From an optimization exercise on the open Yosys and OpenROAD flow, aimed at small area, a short achievable clock period and few clock cycles; shortcuts taken in it are not production practice. Only simulation tests tie the RTL to the original design; equivalence was not proved. Power figures rest on the tool's default switching activity, not on a simulated workload.

== main ==
// pgs_hdec
module pgs_hdec #(
    parameter NMAX = 32                  
) (
    input  wire        clk,
    input  wire        rst,              
    input  wire        start,
    input  wire [31:0] dec_off,
    input  wire [15:0] dec_runs,
    input  wire [15:0] dec_len,
    input  wire [12:0] clen,
    output wire        busy,
    output reg         done,
    output reg  [3:0]  err,
    output reg  [12:0] dec_end,
    output wire        mem_req,
    output wire [11:0] mem_addr,
    input  wire        mem_ack,
    input  wire [7:0]  mem_rdata,
    output wire        dbuf_we,
    output wire [4:0]  dbuf_addr,
    output wire [23:0] dbuf_wdata
);
clock: 7.0 ns
lec_check: 0
cap_margin: 20
core_margin: 2
core_utilization: 40
cts_buf_list: sky130_fd_sc_hd__clkbuf_16
cts_cluster_diameter: 80
cts_cluster_size: 24
setup_slack_margin: 3
slew_margin: 20
run.sh (not shown) runs the stock make flow with config.mk's settings and CLKGATE_MAP_FILE= SYNTH_SCRIPT=/design/flow/synth_recipe.tcl, a recipe that flattens the netlist after the stock synthesis.
Testbench counts of main, summed over its fixed seeds: cycles 65,667.
## Diff of input files: the feature branch against main
-- flow/design.v --
<<< main, line 36
    reg [12:0] addr;          
    reg        ga;            
    reg        oka0, oka1;    
    reg [5:0]  inn;           
    reg [4:0]  lsz [0:NINT-1];    
>>> the feature branch, line 36
    reg [12:0] addr;          
    reg        ga;            
    reg [13:0] dd;            
    reg [5:0]  inn;           
    reg [4:0]  lsz [0:NINT-1];    
<<< main, line 76
    wire ack = mem_ack;
    wire [7:0] rd = mem_rdata;
    wire [12:0] addr2 = addr + 13'd2;
    wire tbit = rd[~p[2:0]];
    wire pair = (p[2:0] != 3'd7) && rd[~(p[2:0] + 3'd1)] && ((p >= 5'd7) ? oka1 : oka0);
    wire cword_ok = (p >= 5'd8) ? oka1 : oka0;     
    wire [12:0] wla  = raddr;
    wire [12:0] wla4 = wla + 13'd4;
>>> the feature branch, line 76
    wire ack = mem_ack;
    wire [7:0] rd = mem_rdata;
    wire okw_cur  = !dd[13] || (dd[13:2] == 12'hfff);    
    wire okw_next = !dd[13];                      
    wire tbit = rd[~p[2:0]];
    wire pair = (p[2:0] != 3'd7) && rd[~(p[2:0] + 3'd1)] && ((p >= 5'd7) ? okw_next : okw_cur);
    wire cword_ok = (p >= 5'd8) ? okw_next : okw_cur;     
    wire [12:0] wla  = raddr;
    wire [12:0] wla4 = wla + 13'd4;
<<< main, line 166
                fv    <= 1'b1;
            end
            if (step && (state == S_WRITE || oka0)) begin
                bp  <= bp + 3'd1;
                cb  <= cbyte;
>>> the feature branch, line 167
                fv    <= 1'b1;
            end
            if (step && (state == S_WRITE || okw_next)) begin
                bp  <= bp + 3'd1;
                cb  <= cbyte;
<<< main, line 172
                if (bp == 3'd7) begin
                    addr <= addr + 13'd1;
                    oka0 <= oka1;
                    oka1 <= (addr2 < clen);
                end
                if (hit) begin
>>> the feature branch, line 173
                if (bp == 3'd7) begin
                    addr <= addr + 13'd1;
                    dd   <= dd - 14'd1;
                end
                if (hit) begin
<<< main, line 209
                    ga     <= 1'b1;
                    raddr  <= {1'b0, dec_off[11:0]} + 13'd7;
                    oka0   <= ~|dec_off[31:12] && ({1'b0, dec_off[11:0]} + 13'd3 < clen);
                    oka1   <= ~|dec_off[31:12] && ({1'b0, dec_off[11:0]} + 13'd7 < clen);
                    p     <= 5'd0;
                    r     <= 6'd0;
>>> the feature branch, line 209
                    ga     <= 1'b1;
                    raddr  <= {1'b0, dec_off[11:0]} + 13'd7;
                    dd     <= (|dec_off[31:12]) ? 14'h2000 :
                              {1'b0, clen} - {2'b0, dec_off[11:0]} - 14'd8;
                    p     <= 5'd0;
                    r     <= 6'd0;
<<< main, line 230
            end
            S_TREE: begin
                if (!oka0) begin
                    err   <= E_TRUNC;
                    done  <= 1'b1;
>>> the feature branch, line 230
            end
            S_TREE: begin
                if (!okw_cur) begin
                    err   <= E_TRUNC;
                    done  <= 1'b1;
<<< main, line 246
                            if (p >= 5'd7) begin
                                raddr <= wla4;
                                oka0  <= oka1;
                                oka1  <= (wla4 < clen);
                            end
                            if (r == inn) begin
                                addr   <= o2;
                                oka0   <= (o2 < clen);
                                oka1   <= (o2 + 13'd1 < clen);
                                single <= (inn == 6'd0);
                                wj     <= 5'd0;
>>> the feature branch, line 246
                            if (p >= 5'd7) begin
                                raddr <= wla4;
                                dd    <= dd - 14'd4;
                            end
                            if (r == inn) begin
                                addr   <= o2;
                                dd     <= (p >= 5'd8) ? dd - 14'd1 : dd + 14'd3;
                                single <= (inn == 6'd0);
                                wj     <= 5'd0;
<<< main, line 292
                            if (p >= 5'd6) begin
                                raddr <= wla4;
                                oka0  <= oka1;
                                oka1  <= (wla4 < clen);
                            end
                        end else begin
>>> the feature branch, line 290
                            if (p >= 5'd6) begin
                                raddr <= wla4;
                                dd    <= dd - 14'd4;
                            end
                        end else begin
<<< main, line 306
                            if (p == 5'd31) begin
                                raddr <= wla4;
                                oka0  <= oka1;
                                oka1  <= (wla4 < clen);
                            end
                        end
>>> the feature branch, line 303
                            if (p == 5'd31) begin
                                raddr <= wla4;
                                dd    <= dd - 14'd4;
                            end
                        end
<<< main, line 314
            end
            S_CODE: begin
                if (!cbv && !oka0) begin
                    err   <= E_TRUNC;
                    done  <= 1'b1;
>>> the feature branch, line 310
            end
            S_CODE: begin
                if (!cbv && !okw_next) begin
                    err   <= E_TRUNC;
                    done  <= 1'b1;
<<< main, line 322
                    addr  <= addr + 13'd1;
                    ga    <= 1'b1;
                    oka0  <= oka1;
                    oka1  <= (addr2 < clen);
                    state <= S_START;
                end
            end
            S_START: begin
                if (!oka0) begin
                    err   <= E_TRUNC;
                    done  <= 1'b1;
>>> the feature branch, line 318
                    addr  <= addr + 13'd1;
                    ga    <= 1'b1;
                    dd    <= dd - 14'd1;
                    state <= S_START;
                end
            end
            S_START: begin
                if (!okw_next) begin
                    err   <= E_TRUNC;
                    done  <= 1'b1;
<<< main, line 334
                end else if (ack) begin
                    addr    <= addr + 13'd1;
                    oka0    <= oka1;
                    oka1    <= (addr2 < clen);
                    p <= rd[4:0];
                    bmap[rd[4:0]] <= 1'b1;
>>> the feature branch, line 329
                end else if (ack) begin
                    addr    <= addr + 13'd1;
                    dd      <= dd - 14'd1;
                    p <= rd[4:0];
                    bmap[rd[4:0]] <= 1'b1;
Findings:
- Sort the feature branch and main by die span in x desc -> top: the feature branch
- Compared with main, the feature branch is the more power-hungry design.
- Via count was higher in the run labelled the feature branch.
- Compared with main, the feature branch shows a higher number of clock sinks seen by CTS.
- edfxtp_1 as the slowest cell on the critical path was reported by main, and or4_4 by the feature branch.
- Leakage power was lower in main than in the feature branch.
- Total of clock buffers placed in the layout grows by more than 10% when moving from main to the feature branch.
- Any difference in synthesized-area fraction occupied by xor and xnor cells between main and the feature branch is small enough to ignore.
- Re critical path depth: the feature branch is 7 down on main.
- Going from main to the feature branch, multi-input combinational cell area grew by a few percent.
- Global routing usage summed across all routing layers: the feature branch vs main up 3.1 points
Testbench counts of the feature branch, summed over its fixed seeds: cycles 65,667.


The RTL this note starts from:
==> flow/design.v <==
module pgs_hdec #(
    parameter NMAX = 32                  
) (
    input  wire        clk,
    input  wire        rst,              
    input  wire        start,
    input  wire [31:0] dec_off,
    input  wire [15:0] dec_runs,
    input  wire [15:0] dec_len,
    input  wire [12:0] clen,
    output wire        busy,
    output reg         done,
    output reg  [3:0]  err,
    output reg  [12:0] dec_end,
    output wire        mem_req,
    output wire [11:0] mem_addr,
    input  wire        mem_ack,
    input  wire [7:0]  mem_rdata,
    output wire        dbuf_we,
    output wire [4:0]  dbuf_addr,
    output wire [23:0] dbuf_wdata
);
    localparam NINT = NMAX - 1;          
    localparam [3:0] E_OK        = 4'd0,
                     E_BAD_OPND  = 4'd10,
                     E_TRUNC     = 4'd11,
                     E_BAD_TREE  = 4'd12,
                     E_BAD_START = 4'd13;
    localparam [2:0] S_IDLE  = 3'd0,
                     S_TREE  = 3'd1,
                     S_CODE  = 3'd2,
                     S_START = 3'd3,
                     S_WRITE = 3'd4;
    reg [2:0]  state;
    reg [11:0] base;          
    reg        far;           
    reg [12:0] addr;          
    reg        ga;            
    reg        oka0, oka1;    
    reg [5:0]  inn;           
    reg [4:0]  lsz [0:NINT-1];    
    reg        lw_en;
    reg        single;        
    reg [4:0]  wj;            
    reg [4:0]  wl;            
    reg [4:0]  wsz;           
    reg [2:0]  bp;            
    reg [7:0]  cb;            
    reg        cbv;           
    reg [5:0]  r;             
    reg        wmore;         
    reg        emit;          
    reg [5:0]  rr;            
    reg [12:0] raddr;         
    reg [2:0]  rbp;
    reg        sv;
    reg [4:0]  sj;
    reg [4:0]  sl;
    reg        tv;
    reg [9:0]  tq;            
    reg [12:0] faddr;
    reg [2:0]  fs;            
    reg [1:0]  cnt;           
    reg        fv;            
    reg [31:0] acc;           
    reg        full;          
    reg        cnv;           
    reg [23:0] cn;
    reg [4:0]  prev_st;
    reg        bad_st;
    reg [NMAX-1:0] bmap;      
    reg [4:0]  p;             
    reg        bnd;           
    reg [23:0] cur;           
    assign busy     = (state != S_IDLE);
    assign mem_req  = busy;
    assign mem_addr = ga ? addr[11:0] : faddr[11:0];
    wire ack = mem_ack;
    wire [7:0] rd = mem_rdata;
    wire [12:0] addr2 = addr + 13'd2;
    wire tbit = rd[~p[2:0]];
    wire pair = (p[2:0] != 3'd7) && rd[~(p[2:0] + 3'd1)] && ((p >= 5'd7) ? oka1 : oka0);
    wire cword_ok = (p >= 5'd8) ? oka1 : oka0;     
    wire [12:0] wla  = raddr;
    wire [12:0] wla4 = wla + 13'd4;
    wire [12:0] o2   = (p >= 5'd8) ? wla + 13'd1 : wla - 13'd3;
    wire        link_fw = lw_en && (sj == wj);
    wire [4:0]  link = link_fw ? sl : lsz[wj];
    wire last_run = (r + 6'd1 == dec_runs[5:0]);
    wire walking = (state == S_CODE) ||
                   (state == S_WRITE && wmore && !sv);
    wire [7:0] cbyte = cbv ? cb : rd;
    wire cbit = cbyte[bp];
    wire step = walking && (cbv || (ga && ack));
    wire [4:0] a  = lsz[wj];
    wire [4:0] rsz = wsz - a;                         
    wire [4:0] wj1 = wj + 5'd1;
    wire [4:0] wjn = cbit ? wj1 + a : wj1;
    wire [4:0] wln = cbit ? wl + a + 5'd1 : wl;
    wire [4:0] wszn = (cbit ? rsz : a) - 5'd1;
    wire       hit = cbit ? (a == wsz) : (a == 5'd0);
    wire st_bad = ((r == 6'd0) ? (rd != 8'd0) : (rd <= {3'd0, prev_st})) || ({8'd0, rd} >= dec_len);
    wire        wr_now = (state == S_WRITE) && (!bnd || cnv);
    assign dbuf_we    = wr_now;
    assign dbuf_addr  = p;
    assign dbuf_wdata = bnd ? cn : cur;
    wire [4:0]  p1 = p + 5'd1;
    wire        take = wr_now && bnd && !single;           
    wire        arrive = fv && !ga && ack;
    wire [1:0]  nb1 = (fs == 3'd0) ? 2'd2 : 2'd3;        
    wire        last_in = arrive && (cnt == nb1);
    wire        move = (full || last_in) && (!cnv || take);  
    wire        abusy = (fv && !last_in) || ((full || last_in) && !move);
    wire        fload = tv && !abusy;
    wire        tload = sv && (!tv || fload);
    wire [9:0]  tcol = {1'b0, sl, 4'd0} + {2'b0, sl, 3'd0} + {5'd0, sl} + {5'd0, sj} + 10'd1;
    wire [14:0] rdsh = {7'd0, rd} << fs;
    wire [31:0] accn = {acc[23:0], 8'd0} | {17'd0, rdsh};
    wire [23:0] color = (fs == 3'd0) ? accn[23:0] : accn[31:8];
    wire        emit_now = emit && (!sv || tload);
    wire        ga_next = (walking && !cbv && !(ga && ack)) ||
                          (step && bp == 3'd7 && !(hit && (state == S_WRITE || last_run))) ||
                          (state == S_WRITE && wmore && tload && !cbv);
    always @(posedge clk) begin
        if (rst) begin
            state   <= S_IDLE;
            done    <= 1'b0;
            err     <= E_OK;
            dec_end <= 13'd0;
        end else begin
            done    <= 1'b0;
            lw_en   <= 1'b0;
            if (lw_en)
                lsz[sj] <= sl;
            if (state == S_CODE || state == S_WRITE)
                ga <= ga_next;
            if (arrive) begin
                cnt   <= cnt + 2'd1;
                faddr <= faddr + 13'd1;
                if (last_in) begin
                    acc[23:0] <= color;
                    fv <= 1'b0;
                end else begin
                    acc <= accn;
                end
            end
            if (move) begin
                cn   <= full ? acc[23:0] : color;
                cnv  <= 1'b1;
                full <= 1'b0;
            end else begin
                if (last_in)
                    full <= 1'b1;
                if (take)
                    cnv <= 1'b0;
            end
            if (tload) begin
                tq <= tcol;
                tv <= 1'b1;
                sv <= 1'b0;
            end else if (fload) begin
                tv <= 1'b0;
            end
            if (fload) begin
                faddr <= {1'b0, base} + {6'd0, tq[9:3]};
                fs    <= tq[2:0];
                cnt   <= 2'd0;
                fv    <= 1'b1;
            end
            if (step && (state == S_WRITE || oka0)) begin
                bp  <= bp + 3'd1;
                cb  <= cbyte;
                cbv <= (bp != 3'd7);
                if (bp == 3'd7) begin
                    addr <= addr + 13'd1;
                    oka0 <= oka1;
                    oka1 <= !far && (addr2 < clen);
                end
                if (hit) begin
                    wj  <= 5'd0;
                    wl  <= 5'd0;
                    wsz <= inn[4:0] - 5'd1;
                    r  <= r + 6'd1;
                    if (state == S_WRITE && last_run)
                        wmore <= 1'b0;
                    if (state == S_WRITE || emit_now) begin
                        sv <= 1'b1;
                        sj <= wjn;
                        sl <= wln;
                    end
                    if (state == S_CODE) begin
                        if (emit_now) begin
                            rr    <= r + 6'd1;
                            raddr <= (bp == 3'd7) ? addr + 13'd1 : addr;
                            rbp   <= bp + 3'd1;
                        end else begin
                            emit  <= 1'b0;
                        end
                    end
                end else begin
                    wj  <= wjn;
                    wl  <= wln;
                    wsz <= wszn;
                end
            end
            case (state)
            S_IDLE: begin
                if (start) begin
                    base   <= dec_off[11:0];
                    far    <= |dec_off[31:12];
                    addr   <= {1'b0, dec_off[11:0]};
                    ga     <= 1'b1;
                    raddr  <= {1'b0, dec_off[11:0]} + 13'd7;
                    oka0   <= ~|dec_off[31:12] && ({1'b0, dec_off[11:0]} + 13'd3 < clen);
                    oka1   <= ~|dec_off[31:12] && ({1'b0, dec_off[11:0]} + 13'd7 < clen);
                    p     <= 5'd0;
                    r     <= 6'd0;
                    inn    <= 6'd0;
                    bmap   <= {NMAX{1'b0}};
                    sv     <= 1'b0;
                    tv     <= 1'b0;
                    fv     <= 1'b0;
                    full   <= 1'b0;
                    cnv    <= 1'b0;
                    if (dec_len == 16'd0 || dec_len > NMAX ||
                        dec_runs == 16'd0 || dec_runs > dec_len) begin
                        err  <= E_BAD_OPND;
                        done <= 1'b1;
                    end else begin
                        state <= S_TREE;
                    end
                end
            end
            S_TREE: begin
                if (!oka0) begin
                    err   <= E_TRUNC;
                    done  <= 1'b1;
                    state <= S_IDLE;
                end else if (ack) begin
                    if (tbit) begin
                        if (!cword_ok) begin
                            err   <= E_TRUNC;
                            done  <= 1'b1;
                            state <= S_IDLE;
                        end else begin
                            r   <= r + 6'd1;
                            p   <= p + 5'd25;
                            addr <= addr + ((p[2:0] == 3'd7) ? 13'd4 : 13'd3);
                            if (p >= 5'd7) begin
                                raddr <= wla4;
                                oka0  <= oka1;
                                oka1  <= !far && (wla4 < clen);
                            end
                            if (r == inn) begin
                                addr   <= o2;
                                oka0   <= !far && (o2 < clen);
                                oka1   <= !far && (o2 + 13'd1 < clen);
                                single <= (inn == 6'd0);
                                wj     <= 5'd0;
                                wl     <= 5'd0;
                                wsz    <= inn[4:0] - 5'd1;
                                bp     <= 3'd0;
                                cbv    <= 1'b0;
                                emit   <= 1'b1;
                                r      <= 6'd0;
                                bad_st <= 1'b0;
                                if (inn == 6'd0) begin
                                    sv    <= 1'b1;
                                    sj    <= 5'd0;
                                    sl    <= 5'd0;
                                    state <= S_START;
                                end else begin
                                    state <= S_CODE;
                                end
                            end else begin
                                lw_en <= 1'b1;
                                sj  <= wj;
                                sl  <= inn[4:0] - wj - 5'd1;
                                wj   <= link;
                            end
                        end
                    end else begin
                        if (inn == dec_len[5:0] - 6'd1) begin
                            err   <= E_BAD_TREE;
                            done  <= 1'b1;
                            state <= S_IDLE;
                        end else if (pair) begin
                            lw_en <= 1'b1;
                            sj    <= inn[4:0];
                            sl    <= 5'd0;
                            inn   <= inn + 6'd1;
                            r     <= r + 6'd1;
                            p     <= p + 5'd26;
                            addr  <= addr + ((p[2:0] >= 3'd6) ? 13'd4 : 13'd3);
                            if (p >= 5'd6) begin
                                raddr <= wla4;
                                oka0  <= oka1;
                                oka1  <= !far && (wla4 < clen);
                            end
                        end else begin
                            lw_en <= 1'b1;
                            sj  <= inn[4:0];
                            sl  <= wj;
                            wj   <= inn[4:0];
                            inn   <= inn + 6'd1;
                            p    <= p + 5'd1;
                            if (p[2:0] == 3'd7)
                                addr <= addr + 13'd1;
                            if (p == 5'd31) begin
                                raddr <= wla4;
                                oka0  <= oka1;
                                oka1  <= !far && (wla4 < clen);
                            end
                        end
                    end
                end
            end
            S_CODE: begin
                if (!cbv && !oka0) begin
                    err   <= E_TRUNC;
                    done  <= 1'b1;
                    state <= S_IDLE;
                end else if (step && hit && last_run) begin
                    r     <= 6'd0;
                    addr  <= addr + 13'd1;
                    ga    <= 1'b1;
                    oka0  <= oka1;
                    oka1  <= !far && (addr2 < clen);
                    state <= S_START;
                end
            end
            S_START: begin
                if (!oka0) begin
                    err   <= E_TRUNC;
                    done  <= 1'b1;
                    state <= S_IDLE;
                end else if (ack) begin
                    addr    <= addr + 13'd1;
                    oka0    <= oka1;
                    oka1    <= !far && (addr2 < clen);
                    prev_st <= rd[4:0];
                    bmap[rd[4:0]] <= 1'b1;
                    if (st_bad)
                        bad_st <= 1'b1;
                    r <= r + 6'd1;
                    if (last_run) begin
                        if (bad_st || st_bad) begin
                            err   <= E_BAD_START;
                            done  <= 1'b1;
                            state <= S_IDLE;
                        end else begin
                            dec_end <= addr + 13'd1;
                            p     <= 5'd0;
                            bnd   <= 1'b1;
                            addr  <= raddr;
                            bp    <= rbp;
                            cbv   <= 1'b0;
                            wj    <= 5'd0;
                            wl    <= 5'd0;
                            wsz   <= inn[4:0] - 5'd1;
                            r     <= rr;
                            wmore <= !single && (dec_runs[5:0] != rr);
                            ga    <= !single && (dec_runs[5:0] != rr);
                            state <= S_WRITE;
                        end
                    end
                end
            end
            S_WRITE: begin
                if (wr_now) begin
                    p   <= p1;
                    bnd <= bmap[p1];
                    if (bnd)
                        cur <= cn;
                    if (p == dec_len[4:0] - 5'd1) begin
                        err   <= E_OK;
                        done  <= 1'b1;
                        state <= S_IDLE;
                    end
                end
            end
            default: state <= S_IDLE;
            endcase
        end
    end
endmodule
Settings: LEC_CHECK=0, CAP_MARGIN=20, CORE_MARGIN=2, CORE_UTILIZATION=55, CTS_BUF_LIST=sky130_fd_sc_hd__clkbuf_16, CTS_CLUSTER_DIAMETER=80, CTS_CLUSTER_SIZE=24, SETUP_SLACK_MARGIN=3, SLEW_MARGIN=20; clock period 7.0 ns.
Testbench counts at the start, summed over its fixed seeds: cycles 65,667.
Change:
--- a/flow/design.v
+++ b/flow/design.v
@@ -34,5 +34,4 @@
     reg [2:0]  state;
     reg [11:0] base;          
-    reg        far;           
     reg [12:0] addr;          
     reg        ga;            
@@ -51,7 +50,7 @@
     reg        wmore;         
     reg        emit;          
-    reg [5:0]  rr;            
-    reg [12:0] raddr;         
-    reg [2:0]  rbp;
+    wire [5:0]  rr;           
+    wire [12:0] raddr;        
+    wire [2:0]  rbp;
     reg        sv;
     reg [4:0]  sj;
@@ -67,5 +66,4 @@
     reg        cnv;           
     reg [23:0] cn;
-    reg [4:0]  prev_st;
     reg        bad_st;
     reg [NMAX-1:0] bmap;      
@@ -73,4 +71,7 @@
     reg        bnd;           
     reg [23:0] cur;           
+    assign raddr = cur[12:0];
+    assign rr    = cur[18:13];
+    assign rbp   = cur[21:19];
     assign busy     = (state != S_IDLE);
     assign mem_req  = busy;
@@ -100,5 +101,5 @@
     wire [4:0] wszn = (cbit ? rsz : a) - 5'd1;
     wire       hit = cbit ? (a == wsz) : (a == 5'd0);
-    wire st_bad = ((r == 6'd0) ? (rd != 8'd0) : (rd <= {3'd0, prev_st})) || ({8'd0, rd} >= dec_len);
+    wire st_bad = ((r == 6'd0) ? (rd != 8'd0) : (rd <= {3'd0, p})) || ({8'd0, rd} >= dec_len);
     wire        wr_now = (state == S_WRITE) && (!bnd || cnv);
     assign dbuf_we    = wr_now;
@@ -175,5 +176,5 @@
                     addr <= addr + 13'd1;
                     oka0 <= oka1;
-                    oka1 <= !far && (addr2 < clen);
+                    oka1 <= (addr2 < clen);
                 end
                 if (hit) begin
@@ -191,7 +192,7 @@
                     if (state == S_CODE) begin
                         if (emit_now) begin
-                            rr    <= r + 6'd1;
-                            raddr <= (bp == 3'd7) ? addr + 13'd1 : addr;
-                            rbp   <= bp + 3'd1;
+                            cur[18:13] <= r + 6'd1;
+                            cur[12:0] <= (bp == 3'd7) ? addr + 13'd1 : addr;
+                            cur[21:19] <= bp + 3'd1;
                         end else begin
                             emit  <= 1'b0;
@@ -208,8 +209,7 @@
                 if (start) begin
                     base   <= dec_off[11:0];
-                    far    <= |dec_off[31:12];
                     addr   <= {1'b0, dec_off[11:0]};
                     ga     <= 1'b1;
-                    raddr  <= {1'b0, dec_off[11:0]} + 13'd7;
+                    cur[12:0]  <= {1'b0, dec_off[11:0]} + 13'd7;
                     oka0   <= ~|dec_off[31:12] && ({1'b0, dec_off[11:0]} + 13'd3 < clen);
                     oka1   <= ~|dec_off[31:12] && ({1'b0, dec_off[11:0]} + 13'd7 < clen);
@@ -248,12 +248,12 @@
                             addr <= addr + ((p[2:0] == 3'd7) ? 13'd4 : 13'd3);
                             if (p >= 5'd7) begin
-                                raddr <= wla4;
+                                cur[12:0] <= wla4;
                                 oka0  <= oka1;
-                                oka1  <= !far && (wla4 < clen);
+                                oka1  <= (wla4 < clen);
                             end
                             if (r == inn) begin
                                 addr   <= o2;
-                                oka0   <= !far && (o2 < clen);
-                                oka1   <= !far && (o2 + 13'd1 < clen);
+                                oka0   <= (o2 < clen);
+                                oka1   <= (o2 + 13'd1 < clen);
                                 single <= (inn == 6'd0);
                                 wj     <= 5'd0;
@@ -294,7 +294,7 @@
                             addr  <= addr + ((p[2:0] >= 3'd6) ? 13'd4 : 13'd3);
                             if (p >= 5'd6) begin
-                                raddr <= wla4;
+                                cur[12:0] <= wla4;
                                 oka0  <= oka1;
-                                oka1  <= !far && (wla4 < clen);
+                                oka1  <= (wla4 < clen);
                             end
                         end else begin
@@ -308,7 +308,7 @@
                                 addr <= addr + 13'd1;
                             if (p == 5'd31) begin
-                                raddr <= wla4;
+                                cur[12:0] <= wla4;
                                 oka0  <= oka1;
-                                oka1  <= !far && (wla4 < clen);
+                                oka1  <= (wla4 < clen);
                             end
                         end
@@ -326,5 +326,5 @@
                     ga    <= 1'b1;
                     oka0  <= oka1;
-                    oka1  <= !far && (addr2 < clen);
+                    oka1  <= (addr2 < clen);
                     state <= S_START;
                 end
@@ -338,6 +338,6 @@
                     addr    <= addr + 13'd1;
                     oka0    <= oka1;
-                    oka1    <= !far && (addr2 < clen);
-                    prev_st <= rd[4:0];
+                    oka1    <= (addr2 < clen);
+                    p <= rd[4:0];
                     bmap[rd[4:0]] <= 1'b1;
                     if (st_bad)
Result:
- count of clock-buffer cells in the layout came out lower by 1
- global-route usage came out higher by 1.4 points
- power came out lower by 8.8%
- routed wire length came out higher by 2.5%
- worst setup slack improves by 320 ps
- non-clock buffer count came out lower by 4
- area after synthesis came out lower by 1.7%
- cell area came out lower by 3.4%
- die area came out lower by 1.6%
- via count came out higher by 1.4%
- utilization came out lower by 0.98 points
- clock skew stays flat
- first-iteration DRC count came out higher by 12%
Testbench counts after the change, summed over its fixed seeds: cycles 65,667.

## port drivers added, routing unchanged
How much do the figures lean on ideal ports? The routed layouts below were timed once more, with nothing changed but the port constraints.
Step 1 (the two cells are an assumption about what drives the block):
set clk [get_ports {clk}]
set_driving_cell -lib_cell sky130_fd_sc_hd__clkbuf_16 $clk
set_driving_cell -lib_cell sky130_fd_sc_hd__buf_2 [delete_from_list [all_inputs] $clk]
Step 2 times the ports against the registers' clock, not the clock port: input delays grow and output delays shrink by t, the midpoint of the rising clock arrivals with the driver on.
a / b / c = no drivers / after step 1 / after step 2; a / b = the first two.
run | t, ns | setup slack, ns | worst setup path at the end | clock arrival spread, ns | worst slew at a driven data input, ns
main | 0.672 | 2.911 / 2.911 / 2.286 | input to register | 0.044 / 0.044 | 0.05
the feature branch | 0.650 | 2.829 / 2.839 / 2.205 | input to register | 0.051 / 0.050 | 0.07
the first run of note 2 | 0.681 | 2.567 / 2.567 / 2.087 | input to register | 0.029 / 0.029 | 0.05
the second run of note 2 | 0.661 | 2.889 / 2.889 / 2.351 | input to register | 0.028 / 0.029 | 0.05
After both steps every run listed still meets setup and hold. The setup slack of main, which loses most, moves by 0.000 ns with the drivers and by -0.625 ns with both steps.
